This is an optimization exercise on Yosys and OpenROAD, whose aim is small area, not a production implementation.
In this exercise RTL edits were held to simulation tests only and were not proved equivalent to the original.
Power and IR drop assume default switching activity.

--- design/flow/config.mk ---
export PLATFORM = sky130hd
export DESIGN_NAME = upid_codec
export DESIGN_NICKNAME = upid_codec
export VERILOG_FILES = /design/flow/design.v
export SDC_FILE = /design/flow/constraint.sdc
export NUM_CORES = 4
export LEC_CHECK = 0
export CAP_MARGIN = 5
export CORE_AREA = 5 5 235 235
export DIE_AREA = 0 0 240 240
export SLEW_MARGIN = 5
--- design/flow/constraint.sdc ---
create_clock -name core_clock -period 5.0 [get_ports {clk}]
set_input_delay 1.0000 -clock core_clock [delete_from_list [all_inputs] [get_ports {clk}]]
set_output_delay 1.0000 -clock core_clock [all_outputs]
set_load 0.01 [all_outputs]
--- design/flow/design.v ---
module upid_sym_enc (
    input  wire [4:0] idx,
    output wire [6:0] chr
);
    wire lt6 = ~idx[4] & ~idx[3] & ~(idx[2] & idx[1]);
    wire c6  = ~lt6;
    wire c2  = idx[1] | idx[0];
    assign chr[0] = idx[0] ^ c6;
    assign chr[1] = ~(idx[1] ^ (c6 & idx[0]));
    assign chr[2] = idx[2] ^ (idx[1] | (c6 & idx[0]));
    assign chr[3] = c6 & ~(idx[3] ^ (idx[2] & c2));
    assign chr[4] = lt6 | ~(idx[4] ^ (idx[3] | (idx[2] & c2)));
    assign chr[5] = 1'b1;
    assign chr[6] = c6;
endmodule
module upid_sym_dec (
    input  wire [7:0] chr,
    output wire       valid,
    output wire [4:0] val
);
    wire [4:0] d = chr[4:0];
    wire L = chr[6];
    wire letter_ok = (d != 5'd0) & ~(d[4] & d[3] & (d[2] | (d[1] & d[0])));
    wire digit_ok  = d[4] & ~d[3] & (d[2] | d[1]);
    assign valid = ~chr[7] & chr[5] & (L ? letter_ok : digit_ok);
    wire c3 = d[2] | (d[1] & d[0]);
    assign val[0] = d[0] ^ L;
    assign val[1] = ~(d[1] ^ (L & ~d[0]));
    assign val[2] = ~(d[2] ^ (d[1] & (d[0] | ~L)));
    assign val[3] = L & (d[3] ^ c3);
    assign val[4] = L & (d[4] ^ (d[3] & c3));
endmodule
module upid_core (
    input  wire [3:0]   op,
    input  wire [4:0]   in_idx,
    input  wire [207:0] in_b,
    input  wire [7:0]   in_len,
    input  wire [127:0] in_val,
    input  wire [19:0]  in_pfx,
    input  wire [63:0]  in_ts,
    input  wire [63:0]  in_rnd,
    input  wire [3:0]   in_ver,
    output wire [3:0]   code,
    output wire [127:0] w
);
    genvar i;
    wire [25:0]  dv;
    wire [129:0] dbits;
    generate
        for (i = 0; i < 26; i = i + 1) begin : g_dec
            upid_sym_dec u_dec (.chr(in_b[8*i +: 8]), .valid(dv[i]), .val(dbits[129-5*i -: 5]));
        end
    endgenerate
    wire [127:0] w_pack = {in_ts[39:0], in_rnd, in_pfx, in_ver};
    wire [127:0] w_fb;
    generate
        for (i = 0; i < 16; i = i + 1) begin : g_fb
            assign w_fb[127-8*i -: 8] = in_b[8*i +: 8];
        end
    endgenerate
    wire [3:0] fill;
    assign fill[0] = (in_len[2:0] == 3'd0);
    assign fill[1] = (in_len[2:0] <= 3'd1);
    assign fill[2] = (in_len[2:0] <= 3'd2);
    assign fill[3] = (in_len[2:0] <= 3'd3);
    wire op_symenc = (op == 4'd0);
    wire op_symdec = (op == 4'd1);
    wire op_pack   = (op == 4'd2);
    wire op_unpack = (op == 4'd3);
    wire op_totext = (op == 4'd4);
    wire op_ftext  = (op == 4'd5);
    wire op_pfxenc = (op == 4'd6);
    wire op_pfxdec = (op == 4'd7);
    wire op_tobyte = (op == 4'd8);
    wire op_fbyte  = (op == 4'd9);
    wire s_val = op_unpack | op_totext | op_tobyte;
    wire s_dec = op_ftext | op_symdec | op_pfxenc;
    wire [19:0] fillw = {{5{fill[0]}}, {5{fill[1]}}, {5{fill[2]}}, {5{fill[3]}}} & {20{op_pfxenc}};
    wire [127:0] w_common = (in_val        | {128{~s_val}})
                          & (w_pack        | {128{~op_pack}})
                          & (dbits[129:2]  | {{20{1'b0}}, {108{~s_dec}}}
                                           | {fillw | {20{~s_dec}}, 108'd0})
                          & (w_fb          | {128{~op_fbyte}});
    assign w[107:0]   = w_common[107:0];
    assign w[127:108] = w_common[127:108]
                      & (in_pfx            | {20{~op_pfxdec}})
                      & ({in_idx, 15'h7fff} | {20{~op_symenc}});
    wire len26 = (in_len == 8'd26);
    wire len16 = (in_len == 8'd16);
    wire pe_long = (in_len > 8'd4);
    wire [3:0] pe_bad = ~dv[3:0] & ~fill;
    reg [2:0] st;
    always @* begin
        case (op)
            4'd0, 4'd3, 4'd4, 4'd7, 4'd8: st = 3'd0;
            4'd1: st = dv[0] ? 3'd0 : 3'd1;
            4'd2: st = (in_ts[63:40] != 24'd0) ? 3'd4 : 3'd0;
            4'd5: st = !len26 ? 3'd2 : (!(&dv) || dbits[1:0] != 2'b00) ? 3'd1 : 3'd0;
            4'd6: st = pe_long ? 3'd3 : (|pe_bad) ? 3'd1 : 3'd0;
            4'd9: st = len16 ? 3'd0 : 3'd2;
            default: st = 3'd5;
        endcase
    end
    reg [2:0] cls;
    always @* begin
        case (op)
            4'd5, 4'd9: cls = 3'd2;
            4'd8:       cls = 3'd5;
            4'd6:       cls = 3'd6;
            4'd7:       cls = 3'd7;
            default:    cls = op[2:0];
        endcase
    end
    assign code = (st != 3'd0) ? {1'b1, st} : {1'b0, cls};
endmodule
module upid_codec (
    input  wire         clk,
    input  wire         rst,        
    input  wire         req_valid,
    input  wire [3:0]   op,
    input  wire [4:0]   in_idx,
    input  wire [207:0] in_b,
    input  wire [7:0]   in_len,
    input  wire [127:0] in_val,
    input  wire [19:0]  in_pfx,
    input  wire [63:0]  in_ts,
    input  wire [63:0]  in_rnd,
    input  wire [3:0]   in_ver,
    output reg          resp_valid,
    output wire [2:0]   status,
    output wire [4:0]   out_idx,
    output wire [207:0] out_b,
    output wire [7:0]   out_len,
    output wire [127:0] out_val,
    output wire [19:0]  out_pfx,
    output wire [39:0]  out_ts,
    output wire [63:0]  out_rnd,
    output wire [3:0]   out_ver
);
    wire [3:0]   c_code;
    wire [127:0] c_w;
    upid_core u_core (
        .op(op), .in_idx(in_idx), .in_b(in_b), .in_len(in_len), .in_val(in_val),
        .in_pfx(in_pfx), .in_ts(in_ts), .in_rnd(in_rnd), .in_ver(in_ver),
        .code(c_code), .w(c_w)
    );
    reg [3:0]   code_n;     
    wire [3:0]  code_r = ~code_n;
    reg [127:0] w_n;    
    wire [127:0] w_r = ~w_n;
    always @(posedge clk) begin
        if (rst) resp_valid <= 1'b0;
        else     resp_valid <= req_valid;
    end
    always @(posedge clk) begin
        code_n <= ~c_code;
        w_n  <= ~c_w;
    end
    wire ok = ~code_r[3];
    wire e_symenc = ok & (code_r[2:0] == 3'd0);
    wire e_symdec = ok & (code_r[2:0] == 3'd1);
    wire e_val    = ok & (code_r[2:0] == 3'd2);
    wire e_unpack = ok & (code_r[2:0] == 3'd3);
    wire e_totext = ok & (code_r[2:0] == 3'd4);
    wire e_tobyte = ok & (code_r[2:0] == 3'd5);
    wire e_pfxenc = ok & (code_r[2:0] == 3'd6);
    wire e_pfxdec = ok & (code_r[2:0] == 3'd7);
    assign status  = {3{code_r[3]}} & code_r[2:0];
    assign out_idx = {5{e_symdec}} & w_r[127:123];
    assign out_val = {128{e_val}} & w_r;
    assign out_ts  = {40{e_unpack}} & w_r[127:88];
    assign out_rnd = {64{e_unpack}} & w_r[87:24];
    assign out_ver = {4{e_unpack}} & w_r[3:0];
    assign out_pfx = ({20{e_unpack}} & w_r[23:4]) | ({20{e_pfxenc}} & w_r[127:108]);
    wire [3:0] nf;
    assign nf[0] = (w_r[127:123] != 5'd31);
    assign nf[1] = (w_r[122:118] != 5'd31);
    assign nf[2] = (w_r[117:113] != 5'd31);
    assign nf[3] = (w_r[112:108] != 5'd31);
    wire [3:0] pd_lane;    
    assign pd_lane[3] = nf[3];
    assign pd_lane[2] = nf[3] | nf[2];
    assign pd_lane[1] = pd_lane[2] | nf[1];
    assign pd_lane[0] = pd_lane[1] | nf[0];
    wire [2:0] pd_len = nf[3] ? 3'd4 : nf[2] ? 3'd3 : nf[1] ? 3'd2 : nf[0] ? 3'd1 : 3'd0;
    wire [129:0] tb = {w_r, 2'b00};
    genvar i;
    generate
        for (i = 0; i < 26; i = i + 1) begin : g_lane
            wire [6:0] chr;
            upid_sym_enc u_enc (.idx(tb[129-5*i -: 5]), .chr(chr));
            wire en_t;
            if (i == 0)
                assign en_t = e_totext | e_symenc | (e_pfxdec & pd_lane[0]);
            else if (i < 4)
                assign en_t = e_totext | (e_pfxdec & pd_lane[i]);
            else
                assign en_t = e_totext;
            wire [7:0] tchr = {1'b0, chr & {7{en_t}}};
            if (i < 16) begin : g_byte
                assign out_b[8*i +: 8] = tchr | ({8{e_tobyte}} & w_r[127-8*i -: 8]);
            end else begin : g_txt
                assign out_b[8*i +: 8] = tchr;
            end
        end
    endgenerate
    assign out_len = ({8{e_symenc}} & 8'd1)
                   | ({8{e_totext}} & 8'd26)
                   | ({8{e_tobyte}} & 8'd16)
                   | ({8{e_pfxdec}} & {5'd0, pd_len});
endmodule
--- design/flow/flow/run.sh ---
#!/bin/bash
# Layout flow: the standard ORFS flow with these changes:
#  - synthesis skips Yosys's extract_fa and maps with flow/abc_area.script
#    (flow/synth.tcl); the registers are the standard synthesis's;
#  - the port buffers are made from the smallest buffer cell;
#  - the clock tree is built from clkbuf_8 cells, without dummy loads;
#  - the pins may sit on neighbouring tracks, so that they fit a smaller die.
# make's full output goes to flow.log; ORFS keeps each step's log under orfs/logs.
set -euo pipefail
bash standard.sh \
  "SYNTH_SCRIPT=$PWD/flow/synth.tcl" \
  "BUFFER_PORTS_ARGS=-buffer_cell sky130_fd_sc_hd__buf_1" \
  "CTS_ARGS=-sink_clustering_enable -repair_clock_nets -dont_use_dummy_load -buf_list sky130_fd_sc_hd__clkbuf_8" \
  "PLACE_PINS_ARGS=-min_distance 1 -min_distance_in_tracks" \
  finish > flow.log 2>&1
--- design/flow/flow/abc_area.script ---
&get -n
&st
&dch
&nf
&put
--- design/flow/flow/synth.tcl ---
proc synth {args} { yosys synth -nofsm -noshare {*}$args }
proc extract_fa {args} { puts "extract_fa skipped" }
# Map the logic with flow/abc_area.script (one &dch/&nf pass, no ABC
# buffering or sizing; the placer's resizer sizes the cells).
set ::flow_dir [file dirname [file normalize [info script]]]
proc abc {args} {
  set i [lsearch $args -script]
  lset args [expr {$i + 1}] $::flow_dir/abc_area.script
  yosys abc {*}$args
}
source $::env(SCRIPTS_DIR)/synth.tcl
# left out here: clear keep_hierarchy, flatten, clean up, hide names made inside functions, write 1_2_yosys.v
--- design/flow/standard.sh ---
#!/bin/bash
# synth_recipe.tcl (not shown) runs the flow's synth.tcl, then flattens the netlist and writes it again
# the make line also repeats each setting of config.mk as NAME=value (left out here)
make -C /OpenROAD-flow-scripts/flow DESIGN_CONFIG=/design/flow/config.mk WORK_HOME=/design/flow/orfs CLKGATE_MAP_FILE= SYNTH_SCRIPT=/design/flow/synth_recipe.tcl "${@:-finish}"
==> results of run 1 <==
==> metal layers <==
metal | vias to the layer above | global-route usage [%] | share of wire [%]
met5 | - | 0 | 0.016
met4 | 2 | 16.2 | 6.2
met3 | 295 | 10.1 | 12
met2 | 1448 | 44.7 | 44
met1 | 9078 | 34.3 | 38
li1 | 8987 | - | -
==> critical path: cells and delay by family, from the launching register on <==
family	cells	cell delay, ns
simple gates	4	1.28
buf+inv	2	0.41
compound gates	2	0.86
flops	1	0.41
==> kinds of logic (layout without fill, tap and decap cells) <==
group	Yosys count	in the layout	share of synthesized area, %
multiplexers	2	2	0.182
flip-flops	133	133	21.6
AND/OR/NAND/NOR	775	775	28.5
other	1	41	0.0304
AO/OA/AOI/OAI	741	741	34.7
XOR/XNOR	171	171	12.1
buffers and inverters	71	1061	2.95
==> power breakdown <==
part           total (mW)  switching, mW  internal, mW
registers            1.47          0.286          1.18
logic                1.40          0.878         0.521
clock network       0.741          0.443         0.298
total                3.61           1.61          2.00
==> cell type report <==
cell class | count | area (um2) | share of cell area, %
Multi-Input combinational cell | 1702 | 9470 | 54.6
Inverter | 45 | 169 | 0.973
Tap cell | 688 | 861 | 4.96
Antenna cell | 28 | 70.1 | 0.404
Clock buffer | 17 | 234 | 1.35
Timing Repair Buffer | 999 | 3890 | 22.4
Sequential cell | 133 | 2660 | 15.3
==> worst paths after layout <==
path | start | cells past startpoint | endpoint | slack (ns)
min | rst | 2 | resp_valid$_SDFF_PP0_ | 0.59
max | w_n[110]$_DFF_P_ | 8 | out_b[21] | 0.47
==> cell usage in the layout (no fill, tap or decap), drive strengths merged, types with 7 or more instances in the layout <==
cell	netlist	final
xnor2	134	134
diode	0	28
nand4	12	12
a21o	10	10
nor2	470	470
o211a	21	21
a31oi	57	57
nor3	15	15
o21ai	231	231
nor3b	13	13
clkinv	45	44
dfxtp	133	133
or2	29	29
nor4	46	46
or3	12	12
o221ai	7	7
nand3	12	12
and2	11	11
clkbuf	0	17
a21oi	168	168
nand2	65	65
nand2b	60	60
conb	1	13
o22ai	224	224
buf	26	999
nor2b	16	16
xor2	37	37
==> stage by stage <==
stage | instance area, um2 | util (%)
final | 17400 | 33.1
after global routing | 17300 | 33.0
after CTS | 17300 | 33.0
after detailed placement | 17000 | 32.5
after global placement | 17000 | 32.5
after floorplan | 12400 | -
==> state kept, by name, indices dropped and copies added, names as in the netlist <==
name        cells
w_n           128
code_n          4
resp_valid      1
==> out/summary.md, run 1 <==
The synthesized design contains 0 enable-type register cells. The signal on the critical path passes through or2_0 > nor4_1 > buf_4 > nor2_1 > nor2_1 > o21a_1 > o21ai_0 > buf_1. The mean area per synthesized cell was 6.52 um2. The per-cell via count in the routed design came out at 5.48. The cell area after synthesis came out at 12400 um2. The run finished with no timing, DRC or antenna violations. Global routing used 28.7% of the available tracks across all layers. Counting distinct cell types in the post-synthesis netlist gives 45. Relative to the synthesized area, the layout overhead comes to 40.5%. The core region is 52400 um2.

For this design, the sink count on the clock tree is 133. The die covers 57600 um2. In this run the post-CTS setup repair buffer count came out at 0.

The number of primary I/O pins came out at 989. The run gives 0 as the max-slew violation total from the final report. By area the synthesized netlist is led by sky130_fd_sc_hd__dfxtp_1, sky130_fd_sc_hd__nor2_1, sky130_fd_sc_hd__o22ai_1.

The average wire length per cell after detail routing was 24.8 um; the leakage power total was 6.31 nW. The pin count of the biggest net entering global routing was 128; the number of placed cells counting well taps was 3567. STA classifies the critical path startpoint as a flop. Setup TNS: 0 ns. The fraction of registers with async set or reset after synthesis was 0%. Once the floorplan was initialized, standard cells occupied 23.6% of the core. The first global-routing pass estimated 124 mm of wire. The hold violation count in the final report is 0. For this run, the detailed router's first-pass iteration total came to 6. The run gives 84 as the placement row count.

The run gives 3406 as the number of nets at the end of the flow. Counting instances in the post-synthesis netlist gives the leading cell types as sky130_fd_sc_hd__nor2_1, sky130_fd_sc_hd__o21ai_0, sky130_fd_sc_hd__o22ai_1, sky130_fd_sc_hd__a21oi_1, sky130_fd_sc_hd__xnor2_1. Max-cap violations in this run came to 0.

The synthesized design spends more area on one cell type than any other, namely sky130_fd_sc_hd__dfxtp_1. The logs give 21.6% for the part of the Yosys area used for sequential elements and 1894 for the synthesized instance count. Critical path class: reg2out.

The power density over the cells works out to 208 nW/um2. STA classifies the critical path endpoint as an output pin. The maximum operating frequency is 221 MHz, and the required time at the worst-slack endpoint is 4.00 ns. In this run the tightest slew margin relative to its limit is 18.9%. Summed over all layers, the global routing overflow is 0.

For this run, design rule violations remaining after detail routing come to 0. The tools report the maximum buffer depth of the clock tree as 2. Number of antenna violations at the first check in global routing: 18. The slowest cell on the critical path is sky130_fd_sc_hd__nor2_1. The worst setup slack before clock tree synthesis was 0.480 ns.

Summing internal, switching and leakage power gives 3.61 mW. Input and output buffers added on the ports amount to 975. The tightest hold path in the finished design has a slack of 0.594 ns.

The largest incremental delay on the critical path was 0.67 ns. Counting flops and latches in the post-synthesis netlist gives 133. The first routing iteration left 1649 violations. For this block, the via count after detailed routing is 19810.

In the finished design, the share of the clock period the worst path needs comes to 90.6%. The via count of the first global-routing pass came out at 18406. Of the cells placed in the final design, the portion with a size suffix greater than 1 is 1.76%. The die is 240 um tall. In this run the horizontal extent of the chip is 240 um.

For the pin with the worst max-slew slack, the measured transition is 1.21 ns. The clock period minus final worst setup slack is 4.53 ns. The worst hold path belongs to the class in2reg. In the post-synthesis netlist, the cell with the most instances is sky130_fd_sc_hd__nor2_1. The wire-length estimate of the detail-placed layout is 73.0 mm.

Counting the buffers created by CTS gives 17. For the number of cells in the finished layout apart from fillers, the log shows 3612. CTS placed an instance of sky130_fd_sc_hd__clkbuf_8 at the clock tree root. The depth of the CTS H-tree was 4; the remaining antenna violation count was 0. The run gives 1.03 as the final weighted congestion in routability-driven placement. Hold repair after CTS inserted 0 buffers.

The total detailed-routing wirelength is 89.8 mm. Yosys printed 2 warnings. Final worst setup slack: 0.468 ns.

The run gives 0 as the post-cts sizing count. The area share of the largest cell type after synthesis came out at 21.6%. The clock-pin slew reported for the worst setup and hold paths after clock tree synthesis works out to 0.09 ns. The run gives 3.53 ns as the arrival time reported for the critical path endpoint. Worst supply voltage drop on vdd: 155 uV.

Count of fill cells added during filler insertion: 6070. Setup repair after global routing left no endpoint under its margin. Setup violations remaining at the end of the flow were counted as 0. The most used flip-flop cell after synthesis is sky130_fd_sc_hd__dfxtp_1. Along the worst path, the maximum fanout reaches 8. TritonCTS built the clock tree. In this design, the critical path's most frequently occurring cell is sky130_fd_sc_hd__nor2_1.
==> run 2, diff against run 1 <==
--- a/design/flow/flow/run.sh
+++ b/design/flow/flow/run.sh
@@ -5,3 +5,4 @@
 #  - the port buffers are made from the smallest buffer cell;
-#  - the clock tree is built from clkbuf_8 cells, without dummy loads;
+#  - the clock tree is built from clkbuf_8 cells in clusters of up to 30
+#    registers, without dummy loads;
 #  - the pins may sit on neighbouring tracks, so that they fit a smaller die.
@@ -12,3 +13,3 @@
   "BUFFER_PORTS_ARGS=-buffer_cell sky130_fd_sc_hd__buf_1" \
-  "CTS_ARGS=-sink_clustering_enable -repair_clock_nets -dont_use_dummy_load -buf_list sky130_fd_sc_hd__clkbuf_8" \
+  "CTS_ARGS=-sink_clustering_enable -repair_clock_nets -dont_use_dummy_load -buf_list sky130_fd_sc_hd__clkbuf_8 -sink_clustering_size 30 -sink_clustering_max_diameter 100" \
   "PLACE_PINS_ARGS=-min_distance 1 -min_distance_in_tracks" \
==> out/summary.md, run 2 <==
The root buffer cell is sky130_fd_sc_hd__clkbuf_8 (unchanged). The number of primary I/O pins is 989 (unchanged). The average wire length per cell after detail routing is 24.8 um (unchanged), and the die span in y is 240 um (unchanged).

The total detailed-routing wirelength came out at 89.8 mm (unchanged). The count of fill cells added during filler insertion came out at 6070 (unchanged). Synth area leaders: sky130_fd_sc_hd__dfxtp_1, sky130_fd_sc_hd__nor2_1, sky130_fd_sc_hd__o22ai_1 (unchanged). List of most frequent post-synthesis cells: sky130_fd_sc_hd__nor2_1, sky130_fd_sc_hd__o21ai_0, sky130_fd_sc_hd__o22ai_1, sky130_fd_sc_hd__a21oi_1, sky130_fd_sc_hd__xnor2_1 (unchanged). The post-CTS setup-driven buffer insertion count was 0 (unchanged); the maximum buffer depth of the clock tree was 2 (unchanged). The run gives 18 (unchanged) as the number of antenna violations at the first check in global routing. The count of buffers from port buffering works out to 975 (unchanged). The initial standard-cell utilization of the core was 23.6% (unchanged).

The remaining antenna violation count was 0 (unchanged). Largest regs: w_n (128), code_n (4), resp_valid (1) (unchanged). Category of cells accounting for the largest share of critical-path delay: simple AND/OR/NAND/NOR gates (unchanged). The tools report the DRC violation count after routing as 0 (unchanged). The logs give 124 mm (unchanged) for the first-pass GRT wire length and 84 (unchanged) for the placement row count. The setup TNS was 0 ns (unchanged); the power density over the cells was 208 nW/um2 (unchanged).

The tools report the pin count of the biggest net entering global routing as 128 (unchanged). The transition time at the pin with the least slew margin is 1.21 ns (unchanged), and the mean area per synthesized cell is 6.52 um2 (unchanged). The number of flip-flops in the largest register was 128 (unchanged); the area of the core region was 52400 um2 (unchanged).

Fraction of final layout cells sized beyond drive strength 1: 1.76% (unchanged). The tools report the number of nets at the end of the flow as 3406 (unchanged). The clock-pin slew reported for the worst setup and hold paths after clock tree synthesis was 0.09 ns (about the same). The most common cell type on the critical path was sky130_fd_sc_hd__nor2_1 (unchanged).

The run gives 73.0 mm (unchanged) as the total half-perimeter wirelength after legalization and detailed placement. Full die area: 57600 um2 (unchanged). The tools report the cell area after synthesis as 12400 um2 (unchanged).

The number of logic stages on the critical path including buffering came out at 8 (unchanged). The maximum operating frequency was 221 MHz (unchanged); the flop and latch count out of synthesis was 133 (unchanged). The count of buffer and inverter cells on the critical path works out to 2 (unchanged). Largest incremental delay on the critical path: 0.67 ns (about the same).

The area share of the largest cell type after synthesis came out at 21.6% (unchanged). The part of the Yosys area used for sequential elements came out at 21.6% (unchanged). The commonest non-fill, non-tap cell in the layout was sky130_fd_sc_hd__buf_1 (unchanged). The max-slew violation total from the final report is 0 (unchanged). The slowest cell on the critical path was sky130_fd_sc_hd__nor2_1 (unchanged).

The count of final setup violators is 0 (unchanged), and the largest fanout on the critical path is 8 (unchanged). The count of clock tree sinks was 133 (unchanged). The number of synthesis warnings is 2 (unchanged). The flow ran to the end and the layout has no timing, DRC or antenna violations. The most used flip-flop cell after synthesis is sky130_fd_sc_hd__dfxtp_1 (unchanged).

The tools report the switching power of the nets as 1.61 mW (unchanged). Worst setup slack before clock tree synthesis: 0.480 ns (unchanged). The overall routing resource usage came out at 28.7% (unchanged). The post-cts sizing count is 0 (unchanged). The tools report the required time at the worst-slack endpoint as 4.00 ns (about the same).

The depth of the worst hold-timing path is 2 (unchanged). The logs give 18406 (unchanged) for the via count of the first global-routing pass and 0 (unchanged) for the global route total overflow. Sort of element at the end of the critical path: an output pin (unchanged). The startpoint of the worst setup timing path was w_n[110]$_DFF_P_ (unchanged). The critical path class was reg2out (unchanged).

The fraction of registers with async set or reset after synthesis is 0% (unchanged). Most numerous cell in the Yosys netlist: sky130_fd_sc_hd__nor2_1 (unchanged). The worst supply voltage drop on vdd came out at 155 uV (unchanged). The tools report the worst min-delay path startpoint as rst (unchanged). The per-cell via count in the routed design was 5.48 (unchanged). Leading cell types in the layout, fill and taps excluded: sky130_fd_sc_hd__buf_1, sky130_fd_sc_hd__nor2_1, sky130_fd_sc_hd__o21ai_0 (unchanged). The width of the chip is 240 um (unchanged), and the hold violation count in the final report is 0 (unchanged). The max-capacitance violation count is 0 (unchanged). Setup repair after global routing left no endpoint under its margin. The relative max-transition margin is 18.9% (unchanged), and the clock period minus final worst setup slack is 4.53 ns (unchanged). The tools report the share of total power in the clock network as 20.6% (about the same). The depth of the CTS H-tree was 4 (unchanged). The number of optimization iterations in the first detailed-route pass came out at 6 (unchanged). For the proportion of power drawn by combinational gates, the log shows 38.8% (about the same).

The tools report the final worst setup slack as 0.468 ns (unchanged). TritonCTS built the clock tree. The switching part of the total power is 44.6% (unchanged). The synthesis-to-finish area growth works out to 40.5% (unchanged). The tools report the startpoint kind of the worst setup timing path as a flop (unchanged). The run gives 45 (unchanged) as the post-synthesis cell type count. The number of CTS-inserted buffers was 17 (unchanged). The cell type with the largest total area after synthesis is sky130_fd_sc_hd__dfxtp_1 (unchanged). The number of enable-type register cells in the synthesized netlist was 0 (unchanged); the synthesized instance count was 1894 (unchanged).

The class of the tightest hold or removal check is in2reg (unchanged). For the number of buffers added to fix hold violations after cts, the log shows 0 (unchanged). The run gives 1649 (unchanged) as the DRC marker count from the first detailed-route iteration. The tools report the register share of total power as 40.7% (about the same). The via total after detailed routing was 19810 (unchanged). The logs give 2.00 mW (unchanged) for the cell internal power dissipation and 6.31 nW (unchanged) for the leakage power total. The arrival time reported for the critical path endpoint is 3.53 ns (about the same), and the part of the cycle the worst path needs is 90.6% (unchanged). The largest register by flop count was w_n (unchanged). The final weighted congestion in routability-driven placement is 1.03 (unchanged).

Cell Chain, Critical Path: or2_0 > nor4_1 > buf_4 > nor2_1 > nor2_1 > o21a_1 > o21ai_0 > buf_1 (unchanged).
-- run 2: layer usage --
layer  track usage [%]  share of wire [%]  vias up
met2              44.7                 44     1448
met1              34.3                 38     9078
met5                 0              0.016        -
met4              16.2                6.2        2
met3              10.1                 12      295
li1                  -                  -     8987
-- run 2: power groups by stage --
stage | Clock [mW] | Combinational (mW) | Sequential [mW]
after CTS | 0.776 | 1.38 | 1.45
after global placement | 0 | 1.38 | 1.48
after floorplan | 0 | 0.781 | 1.36
after detailed placement | 0 | 1.38 | 1.48
after global routing | 0.800 | 1.52 | 1.48
final | 0.741 | 1.40 | 1.47
-- run 2: path summary, 6_finish.rpt --
| path | to |
|---|---|
| hold / removal | resp_valid$_SDFF_PP0_ |
| setup / recovery | out_b[21] |
-- run 2: per-stage QoR --
stage | instance area (um2) | cells | power (mW) | utilization [%] | hold WS, ns
after floorplan | 12400 | 1906 | 2.14 | - | 1.07
after global placement | 17000 | 3567 | 2.85 | 32.5 | 1.15
after detailed placement | 17000 | 3567 | 2.85 | 32.5 | 1.16
after CTS | 17300 | 3584 | 3.61 | 33.0 | 0.505
after global routing | 17300 | 3600 | 3.80 | 33.0 | 0.582
final | 17400 | 3612 | 3.61 | 33.1 | 0.594
-- run 2: final cells by class --
type                            instances  area (um2)  share of cell area [%]
Antenna cell                           28        70.1                   0.404
Clock buffer                           17         234                    1.35
Inverter                               45         169                   0.973
Multi-Input combinational cell       1702        9470                    54.6
Sequential cell                       133        2660                    15.3
Tap cell                              688         861                    4.96
Timing Repair Buffer                  999        3890                    22.4
-- run 2: cells by family (layout without fill, tap and decap cells) --
kind of cell | after synthesis | after routing | share of synthesized area, %
AO/OA/AOI/OAI | 741 | 741 | 34.7
XOR/XNOR | 171 | 171 | 12.1
buffers and inverters | 71 | 1061 | 2.95
flip-flops | 133 | 133 | 21.6
multiplexers | 2 | 2 | 0.182
other | 1 | 41 | 0.0304
AND/OR/NAND/NOR | 775 | 775 | 28.5

[port drivers added, routing unchanged]
The results above use ideal ports. As a check the final layouts listed here were re-extracted and re-timed, cells and wires unchanged.
Step 1 (the two cells are an assumption about what drives the block):
set clk [get_ports {clk}]
set_driving_cell -lib_cell sky130_fd_sc_hd__clkbuf_16 $clk
set_driving_cell -lib_cell sky130_fd_sc_hd__buf_2 [delete_from_list [all_inputs] $clk]
Step 2 also shifts input and output timing later by t, the mid clock arrival at the registers, as if the neighbouring blocks saw the same clock.
Slacks: no drivers / after step 1 / after step 2; pairs: no drivers / after step 1.
| run | t (ns) | slack for setup (ns) | hold slack, ns |
|---|---|---|---|
| run 1 | 0.597 | 0.468 / 0.419 / 0.648 | 0.594 / 0.571 / 1.169 |
| run 2 | 0.597 | 0.468 / 0.419 / 0.648 | 0.594 / 0.571 / 1.169 |
After both steps setup and hold are still met in every run listed.
